Context: an optimization exercise on an open-source flow, tuned for small area, a short achievable clock period and few clock cycles. The choices shown serve that exercise and are no tape-out recipe.
Where RTL was checked, it was by simulation tests only, not by an equivalence proof against the original.
The RTL of runs 3 to 5 was laid out without a check of its function.
Power and IR drop assume default switching activity.

<file path="flow/run.sh">
#!/bin/bash
# Standard layout with two changes to how it is made:
#  - port buffers are sky130_fd_sc_hd__buf_4 instead of the default pick
#  - the repair_timing passes aim for extra setup slack (SETUP_SLACK_MARGIN),
#    so that paths are sized up beyond what the 38 ns clock alone asks for.
# The constraints (constraint.sdc, clock period) are the standard flow's, unchanged.
set -euo pipefail
MARGIN=${MARGIN:-28}
bash standard.sh "SETUP_SLACK_MARGIN=${MARGIN}" \
    "BUFFER_PORTS_ARGS=-buffer_cell sky130_fd_sc_hd__buf_4" finish > make_finish.log 2>&1
</file>
<file path="standard.sh">
#!/bin/bash
# synth_recipe.tcl (not shown) runs the flow's synth.tcl, then flattens the netlist and writes it again
# the make line also repeats each setting of config.mk as NAME=value (left out here)
make -C /OpenROAD-flow-scripts/flow DESIGN_CONFIG=/design/flow/config.mk WORK_HOME=/design/flow/orfs CLKGATE_MAP_FILE= SYNTH_SCRIPT=/design/flow/synth_recipe.tcl "${@:-finish}"
</file>
<file path="config.mk">
export PLATFORM = sky130hd
export DESIGN_NAME = sspwm_ec
export DESIGN_NICKNAME = sspwm_ec
export VERILOG_FILES = /design/flow/design.v
export SDC_FILE = /design/flow/constraint.sdc
export NUM_CORES = 4
export LEC_CHECK = 0
export ABC_AREA = 1
export CAP_MARGIN = 20
export CORE_MARGIN = 2
export CORE_UTILIZATION = 40
export PLACE_DENSITY = 0.6
export SLEW_MARGIN = 20
</file>
<file path="constraint.sdc">
create_clock -name core_clock -period 38.0 [get_ports {clk}]
set_input_delay 7.6000 -clock core_clock [delete_from_list [all_inputs] [get_ports {clk}]]
set_output_delay 7.6000 -clock core_clock [all_outputs]
set_load 0.01 [all_outputs]
</file>
<file path="design.v">
module sspwm_ec (
    input  wire        clk,
    input  wire        rst,
    input  wire        cmd_valid,
    input  wire [31:0] cmd_word,
    output wire        cmd_ready,
    input  wire        rd_en,
    input  wire [15:0] rd_addr,
    output reg  [31:0] rd_data,
    output reg         rd_valid
);
    localparam integer N  = 16;
    localparam integer BW = 8;
    reg [N-1:0][BW-1:0]    bright;      
    reg                    rst_d;       
    reg [1:0][N-1:0][BW-1:0] dd;
    reg [1:0][BW-1:0]        top;
    reg [1:0][4:0]           cnt;
    reg [1:0][N-1:0][4:0]    ek;
    reg [1:0]                rz;
    reg              busy;
    reg              h_sel;
    reg              initd;
    reg              err_illegal;
    reg              err_badch;
    reg [1:0]        first_err;
    reg [31:0]       errcmd;            
    assign cmd_ready = ~busy;
    wire [3:0]  op  = cmd_word[31:28];
    wire [3:0]  rsv = cmd_word[27:24];
    wire [7:0]  ch  = cmd_word[23:16];
    wire [15:0] val = cmd_word[15:0];
    wire [BW-1:0] val_clamped = (|val[15:8]) ? 8'hFF : val[7:0];
    wire low_zero    = (cmd_word[27:0] == 28'h0);
    wire rsv_zero    = (rsv == 4'h0);
    wire op_set      = (op == 4'h1) || (op == 4'h2);
    wire op_pub      = (op == 4'h3) || (op == 4'h4);
    wire is_all      = (ch == 8'hFF);
    wire ch_ok       = is_all || (ch[7:4] == 4'h0);
    wire is_illegal  = !rsv_zero ||
                       (op == 4'h0 && !low_zero) ||
                       (op_pub && !low_zero) ||
                       (op > 4'h4);
    wire is_badch    = rsv_zero && op_set && !ch_ok;
    wire do_set      = rsv_zero && op_set && ch_ok;
    wire do_publish  = rsv_zero && ((op == 4'h2 && ch_ok) || (op_pub && low_zero));
    wire accept = cmd_valid & ~busy & ~rst;
    function automatic lt6(input [5:0] a, input [5:0] b);
        integer n;
        begin
            lt6 = 1'b0;
            for (n = 0; n < 6; n = n + 1)
                lt6 = (~a[n] & b[n]) | (~(a[n] & ~b[n]) & lt6);
        end
    endfunction
    reg [N-1:0]  rem;           
    reg          cfirst;        
    reg [3:0]    j;             
    reg [BW-1:0] prev;          
    reg [N-1:0]  isz, isf, rem_eff, hit;
    reg [BW-1:0] nxt;
    reg [N-1:0]  z;
    integer c, bt;
    always @* begin
        for (c = 0; c < N; c = c + 1) begin
            isz[c]     = (bright[c] == 8'h00);
            isf[c]     = (bright[c] == 8'hFF);
            rem_eff[c] = cfirst ? (!isz[c] && !isf[c]) : rem[c];
        end
        hit = rem_eff;
        for (bt = BW - 1; bt >= 0; bt = bt - 1) begin
            for (c = 0; c < N; c = c + 1)
                z[c] = hit[c] & ~bright[c][bt];
            nxt[bt] = ~|z;
            if (|z)
                hit = z;
        end
    end
    wire          any_rem  = |rem_eff;
    wire          done     = ~|(rem_eff & ~hit);
    wire [BW-1:0] prev_eff = cfirst ? 8'h00 : prev;
    wire [BW-1:0] gap      = nxt - prev_eff;
    wire [4:0]    jp1      = {1'b0, j} + 5'd1;
    wire          tgt      = ~h_sel;
    integer i, b;
    always @(posedge clk) begin
        rst_d <= rst;
        for (i = 0; i < N; i = i + 1)
            if (accept && rsv_zero && op_set && (is_all || ch == i))
                bright[i] <= val_clamped;
            else if (rst_d)
                bright[i] <= 8'hFF;
        if (first_err == 2'd0)
            errcmd <= cmd_word;
        if (rst) begin
            busy        <= 1'b0;
            h_sel       <= 1'b0;
            initd       <= 1'b0;
            err_illegal <= 1'b0;
            err_badch   <= 1'b0;
            first_err   <= 2'd0;
        end else if (busy) begin
            if (done) begin
                busy  <= 1'b0;
                h_sel <= ~h_sel;
            end
        end else if (accept) begin
            if (is_illegal) begin
                err_illegal <= 1'b1;
                if (first_err == 2'd0)
                    first_err <= 2'd1;
            end
            if (is_badch) begin
                err_badch <= 1'b1;
                if (first_err == 2'd0)
                    first_err <= 2'd2;
            end
            if (do_publish) begin
                busy <= 1'b1;
                if (op == 4'h4)
                    initd <= 1'b1;
            end
        end
    end
    always @(posedge clk) begin
        cfirst <= ~busy;
        if (busy) begin
            rem  <= rem_eff & ~hit;
            j    <= j + 4'd1;
            prev <= nxt;
        end else
            j    <= 4'd0;
        for (b = 0; b < 2; b = b + 1)
            if (busy && tgt == b) begin
                for (c = 0; c < N; c = c + 1) begin
                    if (hit[c])
                        ek[b][c] <= {1'b0, j};
                    else if (cfirst && !rem_eff[c])
                        ek[b][c] <= {4'b1111, ~isf[c]};
                    if (j == c)
                        dd[b][c] <= gap;
                end
                if (done) begin
                    cnt[b] <= any_rem ? jp1 : 5'd0;
                    top[b] <= ~nxt | {BW{~any_rem}};
                end
            end
        if (rst)
            rz <= 2'b11;
        else
            for (b = 0; b < 2; b = b + 1)
                if (busy && done && tgt == b)
                    rz[b] <= 1'b0;
    end
    wire [4:0] kd = rd_addr[6:2];      
    wire [4:0] km = rd_addr[9:5];      
    reg [1:0][BW-1:0] dsel;
    reg [1:0][N-1:0]  msel, asel;
    always @* begin
        for (b = 0; b < 2; b = b + 1) begin
            if (kd[4])
                dsel[b] = (cnt[b] == 5'd16) ? top[b] : 8'h00;
            else if (lt6({1'b0, kd}, {1'b0, cnt[b]}))
                dsel[b] = dd[b][kd[3:0]];
            else if (kd == cnt[b])
                dsel[b] = top[b];
            else
                dsel[b] = 8'h00;
            for (c = 0; c < N; c = c + 1) begin
                asel[b][c] = (ek[b][c] == 5'd31);
                msel[b][c] = !lt6({1'b0, km}, {1'b0, ek[b][c]}) || asel[b][c];
            end
        end
    end
    wire          rb  = rd_addr[15];
    wire        a_ok   = (rd_addr[1:0] == 2'b00);
    wire        a_low  = a_ok && (rd_addr[15:4] == 12'h000);
    wire        s_cfg0 = a_low && (rd_addr[3:2] == 2'd0);
    wire        s_cfg1 = a_low && (rd_addr[3:2] == 2'd1);
    wire        s_stat = a_low && (rd_addr[3:2] == 2'd2);
    wire        s_err  = a_low && (rd_addr[3:2] == 2'd3) && (first_err != 2'd0);
    wire        s_br   = a_ok && (rd_addr[15:6] == 10'h004);
    wire        s_buf  = a_ok && (rd_addr[15] ^ rd_addr[14]);
    wire        s_cnt  = s_buf && (rd_addr[13:2] == 12'h000);
    wire        s_aa   = s_buf && (rd_addr[13:2] == 12'h020);
    wire        s_dl   = s_buf && (rd_addr[13:10] == 4'b0001) && (rd_addr[9:7] == 3'd0) &&
                         (!rd_addr[6] || rd_addr[5:2] == 4'd0);
    wire        s_mk   = s_buf && (rd_addr[13:12] == 2'b01) && (rd_addr[4:2] == 3'd0) &&
                         (rd_addr[11:10] == 2'd0) && (!rd_addr[9] || rd_addr[8:5] == 4'd0);
    wire        zb     = rz[rb];
    wire [31:0] rd_mux =
          ({32{s_cfg0}} & {16'd255, 8'd16, 8'd16})
        | ({32{s_cfg1}} & 32'd3)
        | ({32{s_stat}} & {16'd0, 5'd0, 1'b0, first_err, 1'b0, err_badch, err_illegal,
                           1'b0, h_sel, initd, 1'b0, busy})
        | ({32{s_err}}  & errcmd)
        | ({32{s_br}}   & {24'd0, bright[rd_addr[5:2]] | {8{rst_d}}})
        | ({32{s_cnt && !zb}} & {27'd0, cnt[rb]})
        | ({32{s_aa && !zb}}  & {16'd0, asel[rb]})
        | ({32{s_mk && !zb}}  & {16'd0, msel[rb]})
        | ({32{s_dl && zb && kd == 5'd0}} & 32'd765);
    wire [BW-1:0] rd_d = {BW{s_dl && !zb}} & dsel[rb];
    reg [31:0]   ra_word;
    reg [BW-1:0] ra_d;
    always @(posedge clk) begin
        rd_valid <= rd_en & ~rst;
        ra_word  <= rd_mux;
        ra_d     <= rd_d;
    end
    always @* begin
        rd_data = ra_word;
        rd_data[9:0] = ra_word[9:0] | ({2'b00, ra_d} + {1'b0, ra_d, 1'b0});
    end
endmodule
</file>
==> results of run 1 <==
## worst reg2reg max path: cells and delay by family (launching register included)
family / cells / cell delay, ns
flip-flops: 1 / 0.32
buffers and inverters: 7 / 1.23
AND/OR/NAND/NOR: 56 / 7.82
## power by group
group / internal [mW] / switching [mW] / total (mW)
clock: 0.423 / 0.307 / 0.730
sequential: 0.828 / 0.00165 / 0.829
combinational: 0.0367 / 0.0986 / 0.135
## path summary, 6_finish.rpt
path | start | slack, ns | end
hold / removal | errcmd[20] | 0.44 | ra_word[20]
setup reg to reg | cfirst | 28.30 | top[15]
setup / recovery | rd_addr[3] | 27.95 | ra_d[5]
hold reg to reg | errcmd[20] | 0.44 | ra_word[20]
## metrics by stage
stage	cell area, µm²	hold slack, ns	setup slack [ns]	cells
4_1_cts	38460	0.4363	27.97	4856
5_1_grt	39660	0.4591	27.85	4931
3_3_place_gp	35580	0.4185	26.51	4695
2_1_floorplan	33930	0.4119	28.11	3605
6_report	39660	0.4356	27.95	4932
3_5_place_dp	35660	0.4220	26.29	4697
## cell usage in the layout, fill, tap and decap left out, types with 11 or more instances in the layout
cell	count
or2_2	16
a311oi_1	13
ha_1	38
o311ai_0	11
a21oi_1	54
nand4_1	41
o22ai_1	171
clkbuf_1	19
a31oi_1	13
clkinv_1	18
nand2_4	17
nor2_1	278
nand2_2	50
a221oi_1	20
nor3_1	26
a22o_1	30
o21ai_1	24
o2111ai_1	16
nor2_2	18
o21ai_0	188
nand3_2	20
clkinv_2	11
clkbuf_16	74
dfxtp_1	53
o221ai_1	47
nand3_1	188
buf_4	192
nand2_1	959
inv_1	346
inv_2	17
nor2_4	39
a22oi_1	14
edfxtp_1	626
## cells by family after synthesis
group	count (synthesis)	share of synthesized area, %
compound gates	655	12.29
xor+xnor	10	0.2582
fa+ha+maj	41	1.556
buf+inv	548	6.598
flops	682	58.71
simple gates	1669	20.59
## registers in the layout, indices dropped and copies added, names as in the netlist, 10 cells and up, named ones only
| signal | count |
|---|---|
| rem | 16 |
| ek | 160 |
| top | 16 |
| dd | 256 |
| ra_word | 32 |
| bright | 128 |
| cnt | 10 |
| errcmd | 32 |
## final cells by class
cell class / count / share of cell area [%]
repair inverters: 1 / 0.01893
inverters: 378 / 3.672
clock inverters: 40 / 1.183
repair buffers: 206 / 4.255
flip-flops and latches: 682 / 50.24
diodes: 1 / 0.006309
clock buffers: 96 / 4.953
multi-input cells: 2394 / 32.10
well taps: 1134 / 3.577
## timing repair
| item | in CTS | in global routing |
|---|---|---|
| resized for setup | 50 | 180 |
| pin swaps | 20 | 55 |
| endpoints found under the setup margin | 673 | 780 |
| endpoints found under the hold margin | 0 | 0 |
| setup buffers | 15 | 63 |
| gates cloned | 8 | 12 |
## layer usage
layer	GRT usage (%)	share of wire (%)	routed length [µm]
met1	36.89	41	48090
met4	8.605	3.8	4415
met3	5.593	11	13260
met5	0	0	0
met2	39.16	43	50540
==> flow_summary_export.csv, run 1 <==
group,metric,value,unit
run_status,outcome,"timing/DRC/antenna clean",
critical_path,reg2regPathDepth,63,
floorplan,die_x,295.2,µm
finish,synthToLayoutAreaGrowth,16.91,%
power_and_ir_drop,finalPower,1.695,mW
clock_tree,clock_path_buffers,3,
sta,setup_viol,0,
worst_hold_path,hold_depth,2,
synthesis,synth_common_cells,"nand2_1 (1000), edfxtp_1 (626), inv_1 (360), nor2_1 (318), o21ai_0 (209)",
worst_hold_path,holdCritPathClass,"reg2reg",
clock_tree,cts.htree.levels,3,
synthesis,yosys.area.top_type,"edfxtp_1",
sta,drv_slew,0,
route,dr.first_iter.drc_count,3874,
sta,rsz0062_at_grt,"yes",
route,drc,0,
sta,fin_crit_sh,26.46,%
clock_tree,cts_made_buffers,74,
route,wire_per_inst,23.58,µm
flow_run,maxCapViolations,0,
critical_path,start_kind,"input port",
clock_tree,cts_root_buffer,"clkbuf_16",
synthesis,syn_area_per_cell,9.411,µm²
finish,regArea,19930,µm²
sta,max-slew-margin-rel,31.50,%
grt,grt_start_max_net_pins,67,
grt,gr-total-overflow,0,
power_and_ir_drop,ir_drop,0.00003308,V
critical_path,max_stage_delay,0.45,ns
synthesis,synth_edf_count,626,
critical_path,path_buf_inv,4,
critical_path,crit_slowest_cell,"inv_2",
synthesis,synth_ff_type,"edfxtp_1",
synthesis,synthTopCellsByArea,"edfxtp_1 (55%), nand2_1 (11%), inv_1 (4.0%)",
power_and_ir_drop,powerDensity,42.72,nW/µm²
sta,tns,0,ns
sta,finalCriticalPeriod,10.05,ns
route,viasPerCell,5.753,
clock_tree,path_clk_slew,0.06,ns
finish,nFillCells,7847,
critical_path,cp.required,38.50,ns
critical_path,end_kind,"flip-flop",
route,wl,116.3,mm
sta,worst_pin_slew,1.026,ns
critical_path,cp.depth,11,
critical_path,crit_arrival,10.56,ns
critical_path,criticalPathCategory,"in2reg",
synthesis,synth_cell_types,55,
critical_path,cp_top_family,"compound AO/OA/AOI/OAI gates",
synthesis,syn-cell-area,33930,µm²
grt,antenna_found_initial,2,
clock_tree,hold_buffers,0,
floorplan,start_util,40.48,%
synthesis,yosysMostFrequentCell,"nand2_1",
grt,grt_pass1_vias,25910,
critical_path,crit_path_cell_trace,"buf_4, nor2_2, buf_4, inv_2, buf_12, o22ai_1, o21ai_0, o311ai_1, o21ai_0, nand2_1, a221oi_1",
floorplan,design.portCount,86,
sta,final.setup_skew,0.02955,ns
grt,grt_pass1_wl,166.8,mm
sta,hold_viol_final,0,
place,port_buffers,85,
sta,clock.fmax,0.09947,GHz
place,hpwl,80.18,mm
synthesis,synth_nets,3698,
power_and_ir_drop,leakage,16.15,nW
finish,final_nets,3830,
floorplan,row_count,106,
floorplan,core_area,83820,µm²
finish,final_util,47.32,%
route,vias,28370,
route,postRouteAntennaNets,0,
floorplan,die_area,87160,µm²
synthesis,synth_top_area_share,55.41,%
synthesis,ys_async_sr_fraction,0,%
route,firstDrtPassIters,8,
finish,drive_gt1_share,14.38,%
floorplan,die_y,295.2,µm
clock_tree,clk_latency,0.65,ns
synthesis,syn_inst,3605,
clock_tree,cts.sinks,682,
synthesis,yosysWarnings,1,
finish,multi_input_area,12730,µm²
place,finalWeightedCongestion,1.012,
synthesis,synth-seq-area-share,58.71,%
grt,gr-usage-all-layers,25.88,%
synthesis,ys_ff_latch,682,
clock_tree,cts_tree,"done",
critical_path,critPathMaxFanout,66,
Testbench counts, summed over its fixed seeds: cycles 20,185.
==> run 2, diff against run 1 <==
==> run.sh (new file) <==
#!/bin/bash
# synth_recipe.tcl (not shown) runs the flow's synth.tcl, then flattens the netlist and writes it again
# the make line also repeats each setting of config.mk as NAME=value (left out here)
make -C /OpenROAD-flow-scripts/flow DESIGN_CONFIG=/design/flow/config.mk WORK_HOME=/design/flow/orfs CLKGATE_MAP_FILE= SYNTH_SCRIPT=/design/flow/synth_recipe.tcl finish
removed: flow/run.sh
removed: standard.sh
==> run 2 against run 1 <==
Count of clock-buffer cells in the layout is 9 lower; synthesized area stayed put; cell count is 1.8% lower; flip-flop and latch count stayed put; critical path depth is 54 higher; hold slack worse by 0.0052 ns; global-route usage hardly changed; die area stayed put; critical path type is now reg2reg; design area is 3.3% lower; still clean on timing, DRC and antenna; highest routed layer is now met5; clock skew is 0.010 ns higher; non-clock buffer count is 70 lower.
==> flow_summary_export.csv, run 2 <==
group,metric,value,unit
run_status,outcome,"timing/DRC/antenna clean",
finish,synthToLayoutAreaGrowth,13.07,%
floorplan,row_count,106,
grt,gr-usage-all-layers,25.89,%
finish,max_flop_register,"dd",
finish,n_antenna_cell,0,
floorplan,design.portCount,86,
power_and_ir_drop,powerDensity,44.28,nW/µm²
synthesis,syn_area_per_cell,9.411,µm²
synthesis,yosysMostFrequentCell,"nand2_1",
grt,grt_use_met2,38.76,%
sta,final.setup_skew,0.03952,ns
clock_tree,cts.htree.levels,3,
critical_path,crit_arrival,12.53,ns
finish,drive_gt1_share,6.767,%
clock_tree,clk_latency,0.65,ns
place,hpwl,81.23,mm
floorplan,start_util,40.48,%
power_and_ir_drop,ir_drop,0.00002672,V
route,viasPerCell,5.700,
grt,grt_use_met3,5.766,%
grt,grt_pass1_vias,25410,
critical_path,criticalPathCategory,"reg2reg",
critical_path,reg2reg_to,"dd[166]",
sta,rsz0062_at_grt,"no",
critical_path,end_kind,"flip-flop",
grt,met1_usage,36.96,%
sta,clock.fmax,0.08229,GHz
synthesis,ys_ff_latch,682,
synthesis,synth-simple-area-share,20.59,%
sta,worst_pin_slew,1.195,ns
finish,final_nets,3741,
grt,gr-total-overflow,0,
sta,max-slew-margin-rel,20.10,%
critical_path,r2r-start,"bright[100]",
synthesis,synth_compound_area_share,12.29,%
sta,drv_slew,0,
clock_tree,cts_made_buffers,75,
grt,grt_pass1_wl,166.0,mm
synthesis,yosys.area.top_type,"edfxtp_1",
sta,hold_viol_final,0,
worst_hold_path,holdCritPathClass,"reg2reg",
sta,tns,0,ns
floorplan,die_x,295.2,µm
worst_hold_path,hold_depth,2,
route,firstDrtPassIters,6,
synthesis,synth_edf_count,626,
grt,busiest_layer,"met2",
synthesis,syn-cell-area,33930,µm²
critical_path,crit_slowest_cell,"o21ai_0",
critical_path,reg2regPathDepth,65,
floorplan,die_y,295.2,µm
synthesis,synth_top_family_by_area,"simple AND/OR/NAND/NOR gates",
route,vias,27610,
finish,final_common_cell,"nand2_1",
synthesis,synth_xor_area_share,0.2582,%
place,port_buffers,85,
clock_tree,cts_tree,"done",
synthesis,syn_inst,3605,
synthesis,synth_common_cells,"nand2_1 (1000), edfxtp_1 (626), inv_1 (360), nor2_1 (318), o21ai_0 (209)",
synthesis,yosysWarnings,1,
critical_path,critPathMaxFanout,32,
finish,largest_reg_flops,256,
worst_hold_path,min-delay-start,"errcmd[22]",
critical_path,start_kind,"flip-flop",
finish,mostFrequentLayoutCells,"nand2_1 (999), edfxtp_1 (626), inv_1 (357), nor2_1 (308), o21ai_0 (208)",
place,finalWeightedCongestion,1.050,
synthesis,synthTopCellsByArea,"edfxtp_1 (55%), nand2_1 (11%), inv_1 (4.0%)",
route,wire_per_inst,23.59,µm
synthesis,synth_nets,3698,
sta,finalCriticalPeriod,12.15,ns
flow_run,maxCapViolations,0,
finish,reg_top3,"dd: 256 flops, ek: 160 flops, bright: 128 flops",
floorplan,die_area,87160,µm²
route,drc,0,
critical_path,crit_top_cell,"nand2_1",
worst_hold_path,holdPathEnd,"ra_word[22]",
synthesis,synth_ff_type,"edfxtp_1",
clock_tree,path_clk_slew,0.06,ns
critical_path,max_stage_delay,0.52,ns
sta,fin_crit_sh,31.98,%
power_and_ir_drop,finalPower,1.699,mW
grt,antenna_found_initial,1,
floorplan,core_area,83820,µm²
clock_tree,ctsResizeCount,0,
synthesis,synth_cell_types,55,
power_and_ir_drop,leakage,15.51,nW
critical_path,reg2reg_slack,25.85,ns
synthesis,synth_adder_area_share,1.556,%
clock_tree,cts_root_buffer,"clkbuf_16",
clock_tree,cts_setup_buffers,0,
synthesis,ys_async_sr_fraction,0,%
route,dr.first_iter.drc_count,3166,
synthesis,muxShareOfSynthArea,0,%
clock_tree,cts.sinks,682,
sta,setup_viol,0,
synthesis,synth-seq-area-share,58.71,%
route,postRouteAntennaNets,0,
grt,grt_start_max_net_pins,78,
critical_path,cp.required,38.38,ns
clock_tree,clock_path_buffers,3,
route,wl,114.2,mm
synthesis,synth_top_area_share,55.41,%
clock_tree,hold_buffers,0,
==> run 2: cell count changes in the layout (fill, tap and decap cells not counted), moves of 11 or more <==
cell and change:
nor2_4 -38, nand3_2 -16, inv_1 +11, a21oi_1 +13
o21ai_0 +20, nand3_1 +16, nand2_2 -31, nand2_1 +40
buf_4 -142, clkdlybuf4s50_1 +85, nand2_4 -16, nor2_1 +30
o21ai_1 -16
==> run 2: how the worst max path moves through the flow <==
stage | from | cells after the start | endpoint
after global placement | cmd_word[17] | 8 | bright[24]
after detailed placement | rd_addr[3] | 12 | ra_d[5]
after CTS | bright[100] | 68 | dd[159]
after floorplan | rd_addr[15] | 13 | ra_word[4]
after global routing | bright[100] | 68 | dd[39]
final | bright[100] | 65 | dd[166]
==> run 2: worst max-delay path: cells and delay by family (launching register included) <==
kind	cells	cell delay, ns
simple gates	52	8.32
fa+ha+maj	2	0.59
flops	1	0.49
buf+inv	7	1.30
compound gates	3	1.01
xor+xnor	1	0.13
==> run 2: cells by family after synthesis <==
logic type	count (synthesis)
XOR/XNOR	10
AND/OR/NAND/NOR	1669
buffers and inverters	548
AO/OA/AOI/OAI	655
flip-flops	682
adder cells (fa/ha/maj)	41
==> run 2: through the flow <==
step / setup slack [ns] / instance area, µm² / utilization (%) / hold WS (ns) / instances
after floorplan: 28.11 / 33930 / - / 0.4119 / 3605
after global placement: 26.18 / 35850 / 42.77 / 0.4189 / 4704
after detailed placement: 26.14 / 35860 / 42.78 / 0.4181 / 4704
after CTS: 26.23 / 38360 / 45.76 / 0.4331 / 4842
after global routing: 24.98 / 38360 / 45.77 / 0.4520 / 4843
final: 25.85 / 38360 / 45.77 / 0.4305 / 4843
==> run 2: report_power, final <==
| group | internal [mW] | switching, mW | total, mW |
|---|---|---|---|
| logic | 0.0335 | 0.0962 | 0.130 |
| registers | 0.828 | 0.00252 | 0.830 |
| clock network | 0.427 | 0.312 | 0.739 |
==> run 2: final cells by class <==
class                   count  area (µm²)
inverters                 378        1421
fillers                  7946       45460
multi-input cells        2375       11880
clock buffers              87        1953
flip-flops and latches    682       19920
well taps                1134        1419
clock inverters            51       541.8
repair buffers            136        1231
==> run 2: per-layer routing <==
layer	share of wire (%)	wire length (µm)	vias to the layer above
li1	-	-	12660
met1	43	49180	13220
met2	43	49070	1484
met3	10	11980	241
met4	3.5	3984	2
met5	0.011	13	-
==> run 3, diff against run 2 <==
--- a/design.v
+++ b/design.v
@@ -11,8 +11,7 @@
 );
     localparam integer N  = 16;
     localparam integer BW = 8;
-    reg [N-1:0][BW-1:0]    bright;      
-    reg                    rst_d;       
+    reg [N-1:0][BW-1:0]    bright;
     reg [1:0][N-1:0][BW-1:0] dd;
     reg [1:0][BW-1:0]        top;
     reg [1:0][4:0]           cnt;
@@ -84,12 +83,9 @@
     wire          tgt      = ~h_sel;
     integer i, b;
     always @(posedge clk) begin
-        rst_d <= rst;
         for (i = 0; i < N; i = i + 1)
-            if (accept && rsv_zero && op_set && (is_all || ch == i))
-                bright[i] <= val_clamped;
-            else if (rst_d)
-                bright[i] <= 8'hFF;
+            if (rst || (accept && rsv_zero && op_set && (is_all || ch == i)))
+                bright[i] <= val_clamped | {BW{rst}};
         if (first_err == 2'd0)
             errcmd <= cmd_word;
         if (rst) begin
@@ -179,6 +175,7 @@
     wire        s_cfg1 = a_low && (rd_addr[3:2] == 2'd1);
     wire        s_stat = a_low && (rd_addr[3:2] == 2'd2);
     wire        s_err  = a_low && (rd_addr[3:2] == 2'd3) && (first_err != 2'd0);
+    wire        s_dlz  = s_dl && zb && kd == 5'd0;
     wire        s_br   = a_ok && (rd_addr[15:6] == 10'h004);
     wire        s_buf  = a_ok && (rd_addr[15] ^ rd_addr[14]);
     wire        s_cnt  = s_buf && (rd_addr[13:2] == 12'h000);
@@ -188,27 +185,30 @@
     wire        s_mk   = s_buf && (rd_addr[13:12] == 2'b01) && (rd_addr[4:2] == 3'd0) &&
                          (rd_addr[11:10] == 2'd0) && (!rd_addr[9] || rd_addr[8:5] == 4'd0);
     wire        zb     = rz[rb];
-    wire [31:0] rd_mux =
-          ({32{s_cfg0}} & {16'd255, 8'd16, 8'd16})
-        | ({32{s_cfg1}} & 32'd3)
-        | ({32{s_stat}} & {16'd0, 5'd0, 1'b0, first_err, 1'b0, err_badch, err_illegal,
+    wire [15:0] rd_mux =
+          ({16{s_cfg0}} & {8'd16, 8'd16})
+        | ({16{s_cfg1}} & 16'd3)
+        | ({16{s_stat}} & {5'd0, 1'b0, first_err, 1'b0, err_badch, err_illegal,
                            1'b0, h_sel, initd, 1'b0, busy})
-        | ({32{s_err}}  & errcmd)
-        | ({32{s_br}}   & {24'd0, bright[rd_addr[5:2]] | {8{rst_d}}})
-        | ({32{s_cnt && !zb}} & {27'd0, cnt[rb]})
-        | ({32{s_aa && !zb}}  & {16'd0, asel[rb]})
-        | ({32{s_mk && !zb}}  & {16'd0, msel[rb]})
-        | ({32{s_dl && zb && kd == 5'd0}} & 32'd765);
+        | ({16{s_br}}   & {8'd0, bright[rd_addr[5:2]]})
+        | ({16{s_cnt && !zb}} & {11'd0, cnt[rb]})
+        | ({16{s_aa && !zb}}  & asel[rb])
+        | ({16{s_mk && !zb}}  & msel[rb])
+        | ({16{s_dlz}} & 16'd765);
     wire [BW-1:0] rd_d = {BW{s_dl && !zb}} & dsel[rb];
-    reg [31:0]   ra_word;
+    reg [15:0]   ra_word;
     reg [BW-1:0] ra_d;
+    reg          ra_err, ra_cfg0;
     always @(posedge clk) begin
         rd_valid <= rd_en & ~rst;
         ra_word  <= rd_mux;
         ra_d     <= rd_d;
+        ra_err   <= s_err;
+        ra_cfg0  <= s_cfg0;
     end
     always @* begin
-        rd_data = ra_word;
-        rd_data[9:0] = ra_word[9:0] | ({2'b00, ra_d} + {1'b0, ra_d, 1'b0});
+        rd_data = ({32{ra_err}} & errcmd)
+                | {8'd0, {8{ra_cfg0}}, ra_word};
+        rd_data[9:0] = rd_data[9:0] | ({2'b00, ra_d} + {1'b0, ra_d, 1'b0});
     end
 endmodule
==> flow/run.sh (new file) <==
#!/bin/bash
# Standard layout (standard.sh, the ORFS command) with three changes to
# how it is made; the constraints (constraint.sdc, clock period) are the standard flow's:
#  - synthesis maps with flow/abc_area.script (ABC_AREA=1 picks it) in a copy
#    of the ORFS scripts folder; everything else in synthesis is unchanged
#  - port buffers are sky130_fd_sc_hd__buf_4 instead of the default pick
#  - the repair_timing passes aim for extra setup slack (SETUP_SLACK_MARGIN),
#    so that paths are sized beyond what the 38 ns clock alone asks for
# Each ORFS step keeps its own log under orfs/logs; make's output goes to
# make_finish.log.
set -euo pipefail
MARGIN=${MARGIN:-28}
rm -rf scripts_local
cp -r "$FLOW_HOME/scripts" scripts_local
cp flow/abc_area.script scripts_local/abc_area.script
bash standard.sh "SCRIPTS_DIR=$PWD/scripts_local" "SETUP_SLACK_MARGIN=${MARGIN}" \
    "BUFFER_PORTS_ARGS=-buffer_cell sky130_fd_sc_hd__buf_4" finish > make_finish.log 2>&1
==> flow/abc_area.script (new file) <==
strash
dch
map -D 8000
topo
stime -c
==> standard.sh (new file) <==
#!/bin/bash
# synth_recipe.tcl (not shown) runs the flow's synth.tcl, then flattens the netlist and writes it again
# the make line also repeats each setting of config.mk as NAME=value (left out here)
make -C /OpenROAD-flow-scripts/flow DESIGN_CONFIG=/design/flow/config.mk WORK_HOME=/design/flow/orfs CLKGATE_MAP_FILE= SYNTH_SCRIPT=/design/flow/synth_recipe.tcl "${@:-finish}"
removed: run.sh
==> run 3 against run 2 <==
Still clean; non-clock buffer count is 187 higher; register-to-register slack better by 2.1 ns; utilization is 5.8 points higher; die area is 11% lower; synthesized area is 12% lower; sequential share of layout area is 0.74 points lower; combinational power is 86% higher; count of clock-buffer cells in the layout stayed put; wire length is 3.9% lower; critical path depth is 51 lower; first-iteration DRC count is 8.7% lower; largest cell class unchanged.
==> flow_summary_export.csv, run 3 <==
group,metric,value,unit
place,finalWeightedCongestion,1.015,
worst_hold_path,min-delay-start,"rz[1]",
synthesis,synth-simple-area-share,10.07,%
power_and_ir_drop,powerDensity,46.73,nW/µm²
critical_path,path_buf_inv,2,
finish,multi_input_area,11190,µm²
sta,holdWs,0.4718,ns
critical_path,cp.required,30.40,ns
sta,clock.fmax,0.09685,GHz
sta,max-slew-margin-rel,22.33,%
critical_path,crit_top_cell,"nor2_2",
worst_hold_path,hold_depth,2,
finish,fin_area,38360,µm²
clock_tree,cts_tree,"done",
synthesis,synth_top_family_by_area,"compound AO/OA/AOI/OAI gates",
critical_path,r2r-start,"bright[84]",
floorplan,die_y,277.8,µm
place,port_buffers,85,
flow_run,maxCapViolations,0,
finish,final_nets,3105,
synthesis,synth_top_area_share,62.70,%
finish,instances_no_fill,4038,
power_and_ir_drop,seqPwrFrac,48.0,%
sta,final.setup_skew,0.03254,ns
floorplan,die_area,77160,µm²
power_and_ir_drop,ir_drop,0.00003663,V
finish,drive_gt1_share,24.80,%
sta,setup_viol,0,
critical_path,start_kind,"flip-flop",
clock_tree,cts_made_buffers,70,
critical_path,crit_path_cell_trace,"ha_4, a21oi_4, and2_4, nor2_4, nor2_2, inv_2, a21oi_4, nor2_2, nor2_1, nor2_1, nor2_2, xor2_2, nand2_1, buf_6",
sta,rsz0062_at_grt,"yes",
run_status,outcome,"timing/DRC/antenna clean",
clock_tree,clock_path_buffers,3,
finish,max_flop_register,"dd",
power_and_ir_drop,p_sw,0.4668,mW
clock_tree,clk_latency,0.63,ns
synthesis,synth_edf_count,626,
sta,hold_viol_final,0,
grt,grt_pass1_vias,23280,
synthesis,ys_async_sr_fraction,0,%
finish,nFillCells,6394,
grt,antenna_found_initial,2,
grt,gr-usage-all-layers,27.15,%
sta,finalCriticalPeriod,10.32,ns
place,numPlacedInstances,3703,
route,viasPerCell,6.239,
sta,drv_slew,0,
grt,grt_start_max_net_pins,85,
finish,final_common_cell,"edfxtp_1",
floorplan,core_area,74320,µm²
power_and_ir_drop,clkPwrFrac,38.5,%
floorplan,start_util,40.34,%
route,wl,109.8,mm
clock_tree,cts.htree.levels,3,
synthesis,synth_adder_area_share,1.828,%
finish,synthToLayoutAreaGrowth,27.93,%
sta,worst_pin_slew,1.158,ns
synthesis,synth_nets,2703,
route,wire_per_inst,27.20,µm
synthesis,syn_area_per_cell,11.49,µm²
critical_path,criticalPathCategory,"reg2out",
synthesis,synth_xor_area_share,0.3213,%
sta,tns,0,ns
finish,largest_reg_flops,256,
clock_tree,cts_root_buffer,"clkbuf_16",
power_and_ir_drop,switching_share,26.04,%
finish,n_antenna_cell,0,
clock_tree,cts.sinks,667,
critical_path,reg2reg_to,"dd[46]",
critical_path,end_kind,"primary output",
synthesis,yosysWarnings,1,
floorplan,design.portCount,86,
finish,mostFrequentLayoutCells,"edfxtp_1 (626), buf_4 (286), clkinv_1 (269), nand2_1 (233), o22ai_1 (225)",
synthesis,synth_ff_type,"edfxtp_1",
synthesis,yosysMostFrequentCell,"edfxtp_1",
synthesis,yosys.area.top_type,"edfxtp_1",
sta,fin_crit_sh,27.17,%
synthesis,synth_cell_types,42,
power_and_ir_drop,p_comb_share,13.5,%
critical_path,crit_slowest_cell,"dfxtp_4",
finish,regArea,19640,µm²
worst_hold_path,holdPathEnd,"rz[1]",
route,drc,0,
synthesis,syn-cell-area,29980,µm²
route,dr.first_iter.drc_count,2889,
finish,reg_top3,"dd: 256 flops, ek: 160 flops, bright: 128 flops",
synthesis,muxShareOfSynthArea,0,%
route,vias,25200,
route,postRouteAntennaNets,0,
synthesis,synthTopCellsByArea,"edfxtp_1 (63%), o22ai_1 (5.1%), o21ai_0 (4.0%)",
route,firstDrtPassIters,6,
critical_path,reg2reg_slack,27.97,ns
synthesis,ys_ff_latch,667,
power_and_ir_drop,intPower,1.326,mW
clock_tree,path_clk_slew,0.06,ns
synthesis,synth_compound_area_share,18.44,%
critical_path,crit_arrival,2.72,ns
synthesis,syn_inst,2610,
power_and_ir_drop,leakage,12.62,nW
place,placed_area,32290,µm²
critical_path,critPathMaxFanout,3,
critical_path,reg2regPathDepth,52,
critical_path,cp_top_family,"simple AND/OR/NAND/NOR gates",
grt,gr-total-overflow,0,
worst_hold_path,holdCritPathClass,"reg2reg",
synthesis,synth_common_cells,"edfxtp_1 (626), clkinv_1 (312), o22ai_1 (244), o21ai_0 (238), nor2_1 (237)",
grt,grt_pass1_wl,154.5,mm
synthesis,synth-seq-area-share,65.43,%
critical_path,max_stage_delay,0.36,ns
place,hpwl,73.33,mm
floorplan,die_x,277.8,µm
floorplan,row_count,100,
## run 3: area by class of cell
type	instances	share of cell area, %
clock buffer	87	4.948
clock inverter	42	1.099
inverter	312	3.353
multi-input combinational	1635	29.17
sequential	667	51.19
tap	969	3.161
timing repair buffer	323	7.023
timing repair inverter	3	0.05871
## run 3: cell families after synthesis
group                      Yosys count
AOI/OAI and AO/OA                  884
xor gates and xnor gates            11
adders and majority gates           43
buffers and inverters              312
DFF                                667
and+or+nand+nor                    693
## run 3: tightest hold or removal path, stage by stage, from the launching register on
cell	delay, ns
dfxtp_1	0.31
o21ai_0	0.07
nand2_1	0.05
## run 3: routing by layer
layer	share of wire [%]	track usage, %
met4	3.5	9.175
met1	42	38.98
met3	11	6.123
met2	44	40.64
met5	0	0
## run 3: power groups by stage
stage          logic [mW]  clock network [mW]  registers (mW)
2_1_floorplan      0.0866                   0           0.872
3_3_place_gp        0.152                   0           0.878
3_5_place_dp        0.155                   0           0.878
4_1_cts             0.201               0.695           0.860
5_1_grt             0.255               0.723           0.860
6_report            0.242               0.691           0.859
## run 3: timing repair
| item | in CTS | in global routing |
|---|---|---|
| buffers inserted | 112 | 84 |
| hold buffers | 0 | 0 |
| setup endpoints to repair | 692 | 532 |
| pin swaps | 55 | 52 |
| hold endpoints to repair | 0 | 0 |
| resized for setup | 272 | 247 |
| gates cloned | 5 | 4 |
## run 3: worst max path at each step
stage                        from    endpoint  slack, ns  cells past startpoint
after global placement     cfirst      dd[15]      23.66                     51
after CTS                 ra_d[2]  rd_data[8]      27.45                     14
after global routing      ra_d[2]  rd_data[8]      27.51                     14
after detailed placement   cfirst      dd[39]      23.13                     51
final                     ra_d[2]  rd_data[8]      27.68                     14
after floorplan            cfirst     dd[103]      27.82                     48
## run 3: stage by stage
stage | utilization, % | total power [mW] | setup slack [ns]
6_report | 51.61 | 1.792 | 27.68
5_1_grt | 51.61 | 1.838 | 27.51
4_1_cts | 49.19 | 1.756 | 27.45
3_5_place_dp | 43.45 | 1.034 | 23.13
3_3_place_gp | 43.45 | 1.030 | 23.66
2_1_floorplan | - | 0.9584 | 27.82
==> run 4, diff against run 3 <==
--- a/design.v
+++ b/design.v
@@ -18,13 +18,14 @@
     reg [1:0][N-1:0][4:0]    ek;
     reg [1:0]                rz;
     reg              busy;
+    reg              rdy;               
     reg              h_sel;
     reg              initd;
     reg              err_illegal;
     reg              err_badch;
     reg [1:0]        first_err;
     reg [31:0]       errcmd;            
-    assign cmd_ready = ~busy;
+    assign cmd_ready = rdy;
     wire [3:0]  op  = cmd_word[31:28];
     wire [3:0]  rsv = cmd_word[27:24];
     wire [7:0]  ch  = cmd_word[23:16];
@@ -44,6 +45,36 @@
     wire do_set      = rsv_zero && op_set && ch_ok;
     wire do_publish  = rsv_zero && ((op == 4'h2 && ch_ok) || (op_pub && low_zero));
     wire accept = cmd_valid & ~busy & ~rst;
+    reg  [N-1:0]  wr_br;
+    wire [BW-1:0] br_d   = val_clamped | {BW{rst}};
+    wire          br_mid = (br_d != 8'h00) && (br_d != 8'hFF);
+    integer w;
+    always @* begin
+        for (w = 0; w < N; w = w + 1)
+            wr_br[w] = rst || (accept && rsv_zero && op_set && (is_all || ch == w));
+    end
+    function automatic [9:0] times3(input [7:0] x);
+        reg [9:0] a, b, p, g, pp, gg, c;
+        integer n, d;
+        begin
+            a = {2'b00, x};
+            b = {1'b0, x, 1'b0};
+            p = a ^ b;
+            g = a & b;
+            for (d = 1; d < 10; d = d * 2) begin
+                pp = p;
+                gg = g;
+                for (n = d; n < 10; n = n + 1) begin
+                    gg[n] = g[n] | (p[n] & g[n-d]);
+                    pp[n] = p[n] & p[n-d];
+                end
+                p = pp;
+                g = gg;
+            end
+            c = {g[8:0], 1'b0};
+            times3 = a ^ b ^ c;
+        end
+    endfunction
     function automatic lt6(input [5:0] a, input [5:0] b);
         integer n;
         begin
@@ -64,7 +95,7 @@
         for (c = 0; c < N; c = c + 1) begin
             isz[c]     = (bright[c] == 8'h00);
             isf[c]     = (bright[c] == 8'hFF);
-            rem_eff[c] = cfirst ? (!isz[c] && !isf[c]) : rem[c];
+            rem_eff[c] = rem[c];
         end
         hit = rem_eff;
         for (bt = BW - 1; bt >= 0; bt = bt - 1) begin
@@ -77,19 +108,19 @@
     end
     wire          any_rem  = |rem_eff;
     wire          done     = ~|(rem_eff & ~hit);
-    wire [BW-1:0] prev_eff = cfirst ? 8'h00 : prev;
-    wire [BW-1:0] gap      = nxt - prev_eff;
+    wire [BW-1:0] gap      = nxt - prev;
     wire [4:0]    jp1      = {1'b0, j} + 5'd1;
     wire          tgt      = ~h_sel;
     integer i, b;
     always @(posedge clk) begin
         for (i = 0; i < N; i = i + 1)
-            if (rst || (accept && rsv_zero && op_set && (is_all || ch == i)))
-                bright[i] <= val_clamped | {BW{rst}};
+            if (wr_br[i])
+                bright[i] <= br_d;
         if (first_err == 2'd0)
             errcmd <= cmd_word;
         if (rst) begin
             busy        <= 1'b0;
+            rdy         <= 1'b1;
             h_sel       <= 1'b0;
             initd       <= 1'b0;
             err_illegal <= 1'b0;
@@ -98,6 +129,7 @@
         end else if (busy) begin
             if (done) begin
                 busy  <= 1'b0;
+                rdy   <= 1'b1;
                 h_sel <= ~h_sel;
             end
         end else if (accept) begin
@@ -113,6 +145,7 @@
             end
             if (do_publish) begin
                 busy <= 1'b1;
+                rdy  <= 1'b0;
                 if (op == 4'h4)
                     initd <= 1'b1;
             end
@@ -121,11 +154,15 @@
     always @(posedge clk) begin
         cfirst <= ~busy;
         if (busy) begin
-            rem  <= rem_eff & ~hit;
+            rem  <= rem & ~hit;
             j    <= j + 4'd1;
             prev <= nxt;
-        end else
+        end else begin
+            for (c = 0; c < N; c = c + 1)
+                rem[c] <= wr_br[c] ? br_mid : (!isz[c] && !isf[c]);
             j    <= 4'd0;
+            prev <= 8'h00;
+        end
         for (b = 0; b < 2; b = b + 1)
             if (busy && tgt == b) begin
                 for (c = 0; c < N; c = c + 1) begin
@@ -175,7 +212,6 @@
     wire        s_cfg1 = a_low && (rd_addr[3:2] == 2'd1);
     wire        s_stat = a_low && (rd_addr[3:2] == 2'd2);
     wire        s_err  = a_low && (rd_addr[3:2] == 2'd3) && (first_err != 2'd0);
-    wire        s_dlz  = s_dl && zb && kd == 5'd0;
     wire        s_br   = a_ok && (rd_addr[15:6] == 10'h004);
     wire        s_buf  = a_ok && (rd_addr[15] ^ rd_addr[14]);
     wire        s_cnt  = s_buf && (rd_addr[13:2] == 12'h000);
@@ -185,6 +221,9 @@
     wire        s_mk   = s_buf && (rd_addr[13:12] == 2'b01) && (rd_addr[4:2] == 3'd0) &&
                          (rd_addr[11:10] == 2'd0) && (!rd_addr[9] || rd_addr[8:5] == 4'd0);
     wire        zb     = rz[rb];
+    wire        s_dlz  = s_dl && zb && kd == 5'd0;
+    wire [BW-1:0] rd_d = {BW{s_dl && !zb}} & dsel[rb];
+    wire [9:0]    dlt  = times3(rd_d);
     wire [15:0] rd_mux =
           ({16{s_cfg0}} & {8'd16, 8'd16})
         | ({16{s_cfg1}} & 16'd3)
@@ -194,21 +233,18 @@
         | ({16{s_cnt && !zb}} & {11'd0, cnt[rb]})
         | ({16{s_aa && !zb}}  & asel[rb])
         | ({16{s_mk && !zb}}  & msel[rb])
-        | ({16{s_dlz}} & 16'd765);
-    wire [BW-1:0] rd_d = {BW{s_dl && !zb}} & dsel[rb];
+        | ({16{s_dlz}} & 16'd765)
+        | {6'd0, dlt};
     reg [15:0]   ra_word;
-    reg [BW-1:0] ra_d;
     reg          ra_err, ra_cfg0;
     always @(posedge clk) begin
         rd_valid <= rd_en & ~rst;
         ra_word  <= rd_mux;
-        ra_d     <= rd_d;
         ra_err   <= s_err;
         ra_cfg0  <= s_cfg0;
     end
     always @* begin
         rd_data = ({32{ra_err}} & errcmd)
                 | {8'd0, {8{ra_cfg0}}, ra_word};
-        rd_data[9:0] = rd_data[9:0] | ({2'b00, ra_d} + {1'b0, ra_d, 1'b0});
     end
 endmodule
==> flow/run.sh (replaced) <==
#!/bin/bash
# Standard layout (standard.sh, the ORFS command) with two changes to how
# it is made; the constraints (constraint.sdc, clock period) are the standard flow's:
#  - port buffers are sky130_fd_sc_hd__buf_4 instead of the default pick
#  - the repair_timing passes aim for extra setup slack (SETUP_SLACK_MARGIN),
#    so that paths are sized beyond what the 38 ns clock alone asks for
# Each ORFS step keeps its own log under orfs/logs; make's output goes to
# make_finish.log.
set -euo pipefail
MARGIN=${MARGIN:-28.5}
bash standard.sh "SETUP_SLACK_MARGIN=${MARGIN}" \
    "BUFFER_PORTS_ARGS=-buffer_cell sky130_fd_sc_hd__buf_4" finish > make_finish.log 2>&1
removed: flow/abc_area.script
==> run 4 against run 3 <==
Count of clock-buffer cells in the layout grew 9; die area grew 8.2%; non-clock buffer count shrank 33; critical path type is now in2reg; sequential share of layout area shrank 3.5 points; still clean; largest power group is now combinational logic; critical path depth grew 8.
==> flow_summary_export.csv, run 4 <==
group,metric,value,unit
sta,fin_crit_sh,27.00,%
place,port_buffers,85,
critical_path,end_kind,"flip-flop",
finish,drive_gt1_share,20.13,%
floorplan,start_util,40.39,%
clock_tree,cts.htree.levels,3,
critical_path,critPathMaxFanout,8,
floorplan,die_area,83500,µm²
synthesis,synth_common_cells,"nand2_1 (777), edfxtp_1 (602), inv_1 (359), o21ai_0 (251), nor2_1 (227)",
clock_tree,cts_made_buffers,73,
synthesis,yosys.area.top_type,"edfxtp_1",
clock_tree,cts.sinks,660,
critical_path,path_buf_inv,6,
critical_path,r2r-start,"rem[14]",
synthesis,synth_ff_type,"edfxtp_1",
synthesis,synth_top_area_share,55.65,%
sta,max-slew-margin-rel,19.90,%
place,finalWeightedCongestion,1.010,
floorplan,core_area,80420,µm²
place,hpwl,77.55,mm
critical_path,criticalPathCategory,"in2reg",
route,viasPerCell,5.970,
synthesis,synth-seq-area-share,59.23,%
sta,hold_viol_final,0,
finish,mostFrequentLayoutCells,"nand2_1 (742), edfxtp_1 (602), inv_1 (334), buf_4 (213), o21ai_0 (194)",
sta,finalCriticalPeriod,10.26,ns
synthesis,syn-cell-area,32480,µm²
sta,clock.fmax,0.09746,GHz
grt,gr-usage-all-layers,27.96,%
route,postRouteAntennaNets,0,
run_status,outcome,"timing/DRC/antenna clean",
finish,max_flop_register,"dd",
finish,fin_area,40370,µm²
grt,grt_pass1_wl,170.0,mm
worst_hold_path,holdPathEnd,"rz[1]",
synthesis,yosysMostFrequentCell,"nand2_1",
sta,worst_pin_slew,1.197,ns
synthesis,synth_edf_count,602,
worst_hold_path,min-delay-start,"rz[1]",
critical_path,max_stage_delay,0.37,ns
critical_path,cp_top_family,"compound AO/OA/AOI/OAI gates",
clock_tree,cts_root_buffer,"clkbuf_16",
route,wl,121.2,mm
floorplan,die_y,289.0,µm
synthesis,synth_cell_types,57,
critical_path,crit_slowest_cell,"o311ai_2",
finish,final_nets,3674,
route,vias,28080,
clock_tree,hold_buffers,0,
grt,grt_start_max_net_pins,61,
synthesis,syn_area_per_cell,9.693,µm²
finish,reg_top3,"dd: 256 flops, ek: 160 flops, bright: 128 flops",
synthesis,synthTopCellsByArea,"edfxtp_1 (56%), nand2_1 (9.0%), inv_1 (4.1%)",
sta,final.setup_skew,0.03610,ns
critical_path,cp.required,38.51,ns
finish,instances_no_fill,4703,
flow_run,maxCapViolations,0,
clock_tree,path_clk_slew,0.06,ns
synthesis,ys_ff_latch,660,
synthesis,ys_async_sr_fraction,0,%
critical_path,start_kind,"input port",
clock_tree,clk_latency,0.64,ns
sta,setup_viol,0,
clock_tree,clock_path_buffers,3,
critical_path,reg2regPathDepth,70,
route,firstDrtPassIters,6,
finish,largest_reg_flops,256,
place,numPlacedInstances,4394,
critical_path,worstSetupStartpoint,"rd_addr[2]",
floorplan,design.portCount,86,
critical_path,reg2reg_slack,28.68,ns
floorplan,row_count,104,
grt,grt_pass1_vias,25410,
clock_tree,cts_tree,"done",
power_and_ir_drop,leakage,15.86,nW
route,drc,0,
worst_hold_path,holdCritPathClass,"reg2reg",
critical_path,reg2reg_to,"cnt[8]",
critical_path,crit_path_cell_trace,"buf_16, buf_6, nor2_4, buf_12, inv_16, buf_16, o22ai_2, nor3_2, o311ai_2, nor2_1, a21oi_2, a21oi_2, o21ai_2, a21oi_4, buf_4, ha_4, nand2_2, o21ai_4, xor2_1, o311ai_1, a31oi_1, o31ai_1",
critical_path,crit_arrival,10.77,ns
sta,rsz0062_at_grt,"yes",
sta,drv_slew,0,
worst_hold_path,hold_depth,2,
floorplan,die_x,289.0,µm
place,placed_area,34350,µm²
sta,tns,0,ns
finish,final_common_cell,"nand2_1",
synthesis,syn_inst,3351,
synthesis,synth_nets,3444,
route,wire_per_inst,25.78,µm
grt,gr-total-overflow,0,
route,dr.first_iter.drc_count,3752,
power_and_ir_drop,ir_drop,0.0001068,V
finish,synthToLayoutAreaGrowth,24.29,%
grt,antenna_found_initial,7,
finish,final_util,50.20,%
power_and_ir_drop,powerDensity,94.28,nW/µm²
synthesis,yosysWarnings,1,
-- run 4: cells by family after synthesis --
logic type,after synthesis,share of synthesized area [%]
compound gates,708,13.62
simple gates,1411,18.88
flops,660,59.23
buf+inv,516,6.229
fa+ha+maj,43,1.687
xor+xnor,13,0.3505
-- run 4: per-stage QoR --
step / hold slack, ns / power, mW / worst slack [ns]
detailed placement: 0.4343 / 2.622 / 25.79
floorplan: 0.4187 / 2.128 / 27.51
global route: 0.4818 / 3.971 / 27.58
CTS: 0.4494 / 3.581 / 27.83
global placement: 0.4325 / 2.601 / 25.83
finish: 0.4529 / 3.806 / 27.74
-- run 4: worst max path at each step --
stage	end	slack, ns	cells past startpoint
final	ra_word[5]	27.74	22
after global routing	ra_word[5]	27.58	23
after CTS	ra_word[8]	27.83	26
after detailed placement	ra_word[8]	25.79	26
after global placement	ra_word[8]	25.83	26
after floorplan	ra_word[8]	27.51	28
-- run 4: repair_timing --
item | in CTS | in global routing
cloned | 21 | 6
setup endpoints to repair | 650 | 611
buffers inserted | 95 | 50
hold endpoints to repair | 0 | 0
gates resized for setup | 253 | 207
pin swaps | 70 | 72
-- run 4: routing by layer --
layer	GRT usage (%)	vias to the layer above	routed length, µm
li1	-	12440	-
met1	39.62	13510	49030
met2	42.11	1765	52720
met3	5.173	352	13570
met4	11.87	8	5867
met5	0	-	54
-- run 4: layout make-up --
class,count,area (µm²)
Antenna cell,1,2.502
Tap cell,1060,1326
Timing Repair Buffer,290,3164
Fill cell,7246,40040
Inverter,376,1600
Clock inverter,40,379.1
Clock buffer,96,1986
Sequential cell,660,19250
Multi-Input combinational cell,2178,12640
Timing Repair inverter,2,17.52
-- run 4: tightest hold or removal path, cell delays in order, from the launching register on --
cell and delay [ns]:
dfxtp_1 0.31, nand2_1 0.06, nand2_1 0.04
-- run 4: report_power, final --
part | leakage (nW) | internal, mW | total (mW) | switching, mW
registers | 6.17 | 1.22 | 1.23 | 0.0116
logic | 8.54 | 0.559 | 1.87 | 1.31
clock network | 1.14 | 0.401 | 0.699 | 0.299
total | 15.9 | 2.18 | 3.81 | 1.62
==> run 5, diff against run 4 <==
--- a/config.mk
+++ b/config.mk
@@ -8,6 +8,7 @@
 export ABC_AREA = 1
 export CAP_MARGIN = 20
 export CORE_MARGIN = 2
-export CORE_UTILIZATION = 40
-export PLACE_DENSITY = 0.6
+export CORE_UTILIZATION = 55
+export PLACE_DENSITY = 0.7
 export SLEW_MARGIN = 20
+export TNS_END_PERCENT = 5
==> run 5 against run 4 <==
Cell count down 5.6%; critical path depth unchanged; die area down 27%; via count up 5.1%; wire length up 7.0%; combinational power up 11%; total power up 6.2%.
==> flow_summary_export.csv, run 5 <==
group,metric,value,unit
finish,max_flop_register,"dd",
floorplan,row_count,89,
synthesis,syn-cell-area,32480,µm²
critical_path,reg2regPathDepth,64,
route,wl,129.8,mm
critical_path,reg2reg_slack,28.33,ns
synthesis,synth-seq-area-share,59.23,%
finish,largest_reg_flops,256,
finish,nFillCells,4311,
clock_tree,cts_tree,"done",
synthesis,syn_inst,3351,
floorplan,die_area,61020,µm²
sta,post-route-worst-setup-slack,27.58,ns
grt,antenna_found_initial,10,
synthesis,ys_async_sr_fraction,0,%
worst_hold_path,min-delay-start,"rz[0]",
critical_path,crit_arrival,10.90,ns
critical_path,crit_slowest_cell,"fa_2",
critical_path,cp_top_family,"compound AO/OA/AOI/OAI gates",
clock_tree,hold_buffers,0,
clock_tree,cts.htree.levels,3,
grt,grt_pass1_vias,26870,
clock_tree,cts_made_buffers,69,
critical_path,end_kind,"flip-flop",
critical_path,path_buf_inv,7,
place,post-place-ws,25.17,ns
worst_hold_path,holdCritPathClass,"reg2reg",
grt,gr-total-overflow,0,
sta,holdWs,0.4683,ns
route,viasPerCell,6.645,
clock_tree,cts_root_buffer,"clkbuf_16",
worst_hold_path,holdPathEnd,"rz[0]",
synthesis,yosys.area.top_type,"edfxtp_1",
critical_path,r2r-start,"bright[31]",
route,firstDrtPassIters,7,
power_and_ir_drop,ir_drop,0.0001174,V
route,drc,0,
run_status,outcome,"timing/DRC/antenna clean",
grt,grt_pass1_wl,178.3,mm
floorplan,design.portCount,86,
sta,hold_viol_final,0,
sta,final.setup_skew,0.03170,ns
finish,drive_gt1_share,21.58,%
route,dr.first_iter.drc_count,4433,
route,vias,29510,
floorplan,die_y,247.0,µm
place,port_buffers,85,
flow_run,maxCapViolations,0,
clock_tree,path_clk_slew,0.07,ns
synthesis,synth_ff_type,"edfxtp_1",
finish,synthToLayoutAreaGrowth,24.27,%
sta,clock.fmax,0.09594,GHz
clock_tree,clk_latency,0.64,ns
finish,instances_no_fill,4441,
synthesis,synth_top_area_share,55.65,%
synthesis,ys_ff_latch,660,
route,postRouteAntennaNets,0,
critical_path,crit_path_cell_trace,"buf_16, inv_8, nor2_4, buf_12, clkinv_16, buf_16, o22ai_4, o41ai_2, o211ai_1, o21ai_1, nand2_1, nand3_2, nand3_2, inv_2, ha_4, inv_2, fa_2, o21ai_2, xor2_1, o311ai_2, a31oi_2, o31ai_2",
place,numPlacedInstances,4110,
sta,drv_slew,0,
synthesis,synth_cell_types,57,
sta,rsz0062_at_grt,"yes",
critical_path,max_stage_delay,0.36,ns
clock_tree,clock_path_buffers,3,
floorplan,core_area,58690,µm²
critical_path,critPathMaxFanout,8,
clock_tree,cts.sinks,660,
grt,gr-usage-all-layers,41.05,%
synthesis,synth_nets,3444,
synthesis,yosysWarnings,1,
critical_path,start_kind,"input port",
route,wire_per_inst,29.22,µm
synthesis,yosysMostFrequentCell,"nand2_1",
finish,reg_top3,"dd: 256 flops, ek: 160 flops, bright: 128 flops",
sta,worst_pin_slew,1.302,ns
finish,final_nets,3705,
sta,fin_crit_sh,27.43,%
finish,mostFrequentLayoutCells,"nand2_1 (709), edfxtp_1 (602), inv_1 (343), buf_4 (241), o21ai_0 (189)",
synthesis,synthTopCellsByArea,"edfxtp_1 (56%), nand2_1 (9.0%), inv_1 (4.1%)",
power_and_ir_drop,leakage,16.05,nW
finish,final_common_cell,"nand2_1",
critical_path,reg2reg_to,"ek[36]",
sta,tns,0,ns
place,finalWeightedCongestion,1.079,
place,hpwl,80.47,mm
sta,finalCriticalPeriod,10.42,ns
synthesis,synth_common_cells,"nand2_1 (777), edfxtp_1 (602), inv_1 (359), o21ai_0 (251), nor2_1 (227)",
floorplan,die_x,247.0,µm
synthesis,synth_edf_count,602,
grt,grt_start_max_net_pins,66,
sta,setup_viol,0,
floorplan,start_util,55.35,%
worst_hold_path,hold_depth,2,
critical_path,criticalPathCategory,"in2reg",
critical_path,cp.required,38.48,ns
sta,max-slew-margin-rel,12.89,%
synthesis,syn_area_per_cell,9.693,µm²
power_and_ir_drop,powerDensity,100.1,nW/µm²
==> run 5: cell counts after synthesis <==
No cell type changed its count.
==> run 5: how the worst max path moves through the flow <==
stage	start	endpoint	slack [ns]	cells after the start
after floorplan	rd_addr[4]	ra_word[8]	27.45	28
after global placement	rd_addr[3]	ra_word[6]	25.20	22
after detailed placement	rd_addr[3]	ra_word[8]	25.17	25
after CTS	rd_addr[2]	ra_word[8]	27.73	24
after global routing	rd_addr[3]	ra_word[5]	27.48	23
final	rd_addr[2]	ra_word[5]	27.58	22
==> run 5: where the power goes <==
group	total (mW)	switching, mW	internal [mW]
registers	1.23	0.0113	1.22
clock network	0.731	0.297	0.435
logic	2.08	1.50	0.574
total	4.04	1.81	2.23
==> run 5: cells by family (layout without fill, tap and decap cells) <==
logic type	Yosys count	in the layout	synth area share (%)
DFF	660	660	59.23
adders and majority gates	43	43	1.687
and+or+nand+nor	1411	1417	18.88
other	0	2	0
AOI/OAI and AO/OA	708	708	13.62
xor gates and xnor gates	13	13	0.3505
buffers and inverters	516	825	6.229
==> run 5: stage by stage <==
stage          total power [mW]  instance area [µm²]  util, %
6_report                  4.042                40370    68.78
5_1_grt                   4.151                40360    68.78
4_1_cts                   3.614                38660    65.88
3_5_place_dp              2.703                33910    57.78
3_3_place_gp              2.677                33900    57.76
2_1_floorplan             2.127                32610        -
==> run 5: final cells by class <==
type | count | area [µm²] | share of cell area, %
Timing Repair inverter | 4 | 35.03 | 0.08679
Inverter | 376 | 1568 | 3.884
Clock inverter | 42 | 608.1 | 1.506
Timing Repair Buffer | 320 | 3344 | 8.285
Antenna cell | 2 | 5.005 | 0.01240
Sequential cell | 660 | 19250 | 47.68
Clock buffer | 83 | 1821 | 4.510
Multi-Input combinational cell | 2181 | 12770 | 31.64
Tap cell | 773 | 967.2 | 2.396
==> run 5: tightest hold or removal path, stage by stage (launching register included) <==
cell	delay [ns]
dfxtp_1	0.31
inv_1	0.05
o21ai_1	0.06
==> run 5: repair_timing <==
item,CTS,global route
buffers inserted,104,64
setup endpoints to repair,714,562
gates resized for setup,229,275
pin swaps,69,113
gates cloned,24,8
==> run 5: per-layer routing <==
metal / track usage [%] / wire, µm / vias up
met3: 12.87 / 18990 / 513
met2: 59.75 / 54660 / 2304
met1: 55.08 / 47130 / 14200
met5: 0 / 184 / -
met4: 21.69 / 8803 / 6
li1: - / - / 12490

re-timing with driven ports:
How much do the figures lean on ideal ports? The routed layouts below were timed once more, with nothing changed but the port constraints. Step 1 sets driving cells, clkbuf_16 on the clock port and buf_2 on the other inputs (assumed; they add their load-dependent delay and slew). Step 2, shift: input delay + t, output delay - t, t = (earliest + latest rising clock arrival at the registers) / 2. This alone moves slack from input paths to output paths. Slacks: ideal / step 1 / step 2; pairs: ideal / step 1.
run | shift t [ns] | setup slack, ns | worst setup path after step 2 | clock arrival spread, ns | slew at the worst register clock pin (ns)
run 1 | 0.701 | 27.946 / 27.949 / 27.248 | input to register | 0.030 / 0.030 | 0.07 / 0.07
run 2 | 0.694 | 25.847 / 25.847 / 25.847 | register to register | 0.040 / 0.041 | 0.06 / 0.06
run 3 | 0.671 | 27.675 / 27.614 / 27.357 | input to register | 0.032 / 0.033 | 0.07 / 0.07
run 4 | 0.689 | 27.739 / 27.686 / 26.997 | input to register | 0.036 / 0.036 | 0.07 / 0.07
run 5 | 0.689 | 27.577 / 27.492 / 26.804 | input to register | 0.032 / 0.031 | 0.07 / 0.07
After both steps every run listed still meets setup and hold. For run 5, which loses most, drivers alone change the setup slack by -0.085 ns; drivers and shift together by -0.773 ns.
